Source: an optimization exercise on an open RTL-to-GDS flow (aim: small area, a short achievable clock period and few clock cycles per item). Production flows keep margins and buffers that such runs may drop. The RTL was checked by simulation tests, not by an equivalence proof against the original design. No activity file was given, so power comes from the tool's default toggle rates.

## npe_enc
module npe_enc #(
    parameter COMP_MAX = 8,
    parameter TEXT_MAX = 16,
    parameter LW       = 5
) (
    input  wire                  clk,
    input  wire                  rst,
    input  wire                  cmd_valid,
    output wire                  cmd_ready,
    input  wire [3:0]            cmd_op,
    input  wire [15:0]           cmd_n,
    input  wire [15:0]           cmd_x,
    input  wire [15:0]           cmd_y,
    input  wire [15:0]           cmd_r,
    input  wire                  cmd_vis,
    input  wire [1:0]            cmd_ckind,
    input  wire [2:0]            cmd_cname,
    input  wire [15:0]           cmd_cpacked,
    input  wire [7:0]            cmd_cr,
    input  wire [7:0]            cmd_cg,
    input  wire [7:0]            cmd_cb,
    input  wire [3:0]            cmd_chex_len,
    input  wire [63:0]           cmd_chex,
    input  wire [LW-1:0]         cmd_comp_len,
    input  wire [8*COMP_MAX-1:0] cmd_comp,
    input  wire [LW-1:0]         cmd_text_len,
    input  wire [8*TEXT_MAX-1:0] cmd_text,
    output wire                  tx_valid,
    output wire [7:0]            tx_data,
    input  wire                  tx_ready,
    output wire                  enc_busy,
    output reg                   err_v,
    output reg  [1:0]            err_code
);
For scale: about 1400 cells after synthesis, about 230 flip-flops, roughly 400 I/O pins, roughly 0.013 sq mm of cells after synthesis.
Settings: LEC_CHECK=0, ABC_AREA=1, CAP_MARGIN=20, CORE_MARGIN=2, CORE_UTILIZATION=55, CTS_BUF_LIST=sky130_fd_sc_hd__clkbuf_16, CTS_CLUSTER_DIAMETER=80, CTS_CLUSTER_SIZE=30, SLEW_MARGIN=20; clock period 20.0 ns.
standard.sh (not shown) runs the stock make flow with config.mk's settings and CLKGATE_MAP_FILE= SYNTH_SCRIPT=/design/flow/synth_recipe.tcl, a recipe that flattens the netlist after the stock synthesis.
==> flow/flow/run.sh <==
#!/bin/bash
# Standard ORFS layout with these changes:
#  - the port buffers are made from the smallest buffer cell;
#  - repair_timing aims for 11.7 ns of setup slack (SETUP_SLACK_MARGIN), so
#    it also speeds up the input-to-output paths, and removes no buffer
#    (SKIP_BUFFER_REMOVAL), so every port keeps its buffer; the clock and
#    the constraints are the standard flow's.
set -euo pipefail
W=$PWD
rm -rf "$W/scripts_abc"
cp -r "$FLOW_HOME/scripts" "$W/scripts_abc"
cp "$W/flow/abc_area.script" "$W/scripts_abc/abc_area.script"
bash standard.sh SCRIPTS_DIR="$W/scripts_abc" ADDER_MAP_FILE= synth > synth.log 2>&1
export BUFFER_PORTS_ARGS="-buffer_cell sky130_fd_sc_hd__buf_1"
export SETUP_SLACK_MARGIN=11.7
export SKIP_BUFFER_REMOVAL=1
bash standard.sh > layout.log 2>&1
==> flow/flow/abc_area.script <==
strash
&get -n
&fraig -x
&put
scorr
dc2
strash
&get -n
&dch -f
&nf -R 1000
&put
strash
&get -n
&dch -f
&nf -R 1000
&put
Testbench counts at the start, summed over its fixed seeds: cycles 26,460, items 1,280.
Change:
==> flow/flow/run.sh (replaced) <==
#!/bin/bash
# Standard ORFS layout with these changes:
#  - every port still gets a buffer: the inputs buf_1, the outputs buf_2
#    (flow/pre_gp.tcl, run just before ORFS's own port buffering);
#  - repair_timing aims for 11.7 ns of setup slack (SETUP_SLACK_MARGIN), so
#    it also speeds up the input-to-output paths; the clock and the
#    constraints are the standard flow's.
set -euo pipefail
W=$PWD
rm -rf "$W/scripts_abc"
cp -r "$FLOW_HOME/scripts" "$W/scripts_abc"
cp "$W/flow/abc_area.script" "$W/scripts_abc/abc_area.script"
bash standard.sh SCRIPTS_DIR="$W/scripts_abc" ADDER_MAP_FILE= synth > synth.log 2>&1
export BUFFER_PORTS_ARGS="-inputs -buffer_cell sky130_fd_sc_hd__buf_1"
export PRE_GLOBAL_PLACE_TCL="$W/flow/pre_gp.tcl"
export SETUP_SLACK_MARGIN=11.7
bash standard.sh > layout.log 2>&1
==> flow/flow/pre_gp.tcl (new file) <==
# Runs before ORFS's own port buffering in global placement: buffers the
# outputs with buf_2 (the inputs then get buf_1 from BUFFER_PORTS_ARGS).
buffer_ports -outputs -buffer_cell sky130_fd_sc_hd__buf_2
The new run passed the timing, design-rule and antenna checks.
Sequential share of layout area rose by 0.20 points.
Die area stays the same.
Wire length rose by 0.97%.
Cell area fell by 0.47%.
Hold slack gains 66 ps.
Change:
==> flow/flow/run.sh (replaced) <==
#!/bin/bash
set -euo pipefail
W=$PWD
rm -rf "$W/scripts_abc"
cp -r "$FLOW_HOME/scripts" "$W/scripts_abc"
cp "$W/flow/abc_area.script" "$W/scripts_abc/abc_area.script"
bash standard.sh SCRIPTS_DIR="$W/scripts_abc" ADDER_MAP_FILE= synth > synth.log 2>&1
export BUFFER_PORTS_ARGS="-buffer_cell sky130_fd_sc_hd__buf_1"
bash standard.sh > layout.log 2>&1
removed: flow/flow/pre_gp.tcl
Combinational power stays flat; maximum frequency is lower by 2.7%; utilization barely changes; sequential power hardly moves; power stays flat; routed wire length is lower by 1.0%; worst setup slack loses 230 ps; via count goes up by 0.50%; final area hardly moves; first-iteration DRC count drops by 2.5%; die area does not change.
Change:
--- a/flow/config.mk
+++ b/flow/config.mk
@@ -12,3 +12,3 @@
-export CTS_BUF_LIST = sky130_fd_sc_hd__clkbuf_16
-export CTS_CLUSTER_DIAMETER = 80
-export CTS_CLUSTER_SIZE = 30
+export CTS_BUF_LIST = sky130_fd_sc_hd__clkbuf_8
+export CTS_CLUSTER_DIAMETER = 60
+export CTS_CLUSTER_SIZE = 16
The new run passed the timing, design-rule and antenna checks.
Clock-buffer cell count rises by 10.
Non-clock buffer count stays the same.
Power rises slightly.
Wire length hardly moves.
Final cell count rises slightly.
Via count barely changes.

re-timing with driven ports:
No port has a modelled driver above. Below, the same layouts with a new extraction and two added sets of constraints.
Step 1 assumes that a clkbuf_16 drives the clock port and a buf_2 every other input.
Step 2, shift: input delay + t, output delay - t, t = (earliest + latest rising clock arrival at the registers) / 2. This alone moves slack from input paths to output paths.
a / b / c = ideal ports / drivers / drivers and shift; a / b = the first two.
run | shift t [ns] | setup WS [ns] | worst setup path at the end | worst register clock-pin slew, ns | pins driven straight from the clock port
the first run | 0.538 | 11.606 / 11.563 / 11.563 | input to output | 0.11 / 0.11 | 1
the second run | 0.546 | 11.704 / 11.662 / 11.662 | input to output | 0.11 / 0.11 | 1
the third run | 0.538 | 11.471 / 11.449 / 11.449 | input to output | 0.11 / 0.11 | 1
the fourth run | 0.599 | 11.472 / 11.449 / 11.449 | input to output | 0.10 / 0.10 | 1
After both steps every run listed still meets setup and hold. The setup slack of the first run, which loses most, moves by -0.043 ns with the drivers and by -0.043 ns with both steps.
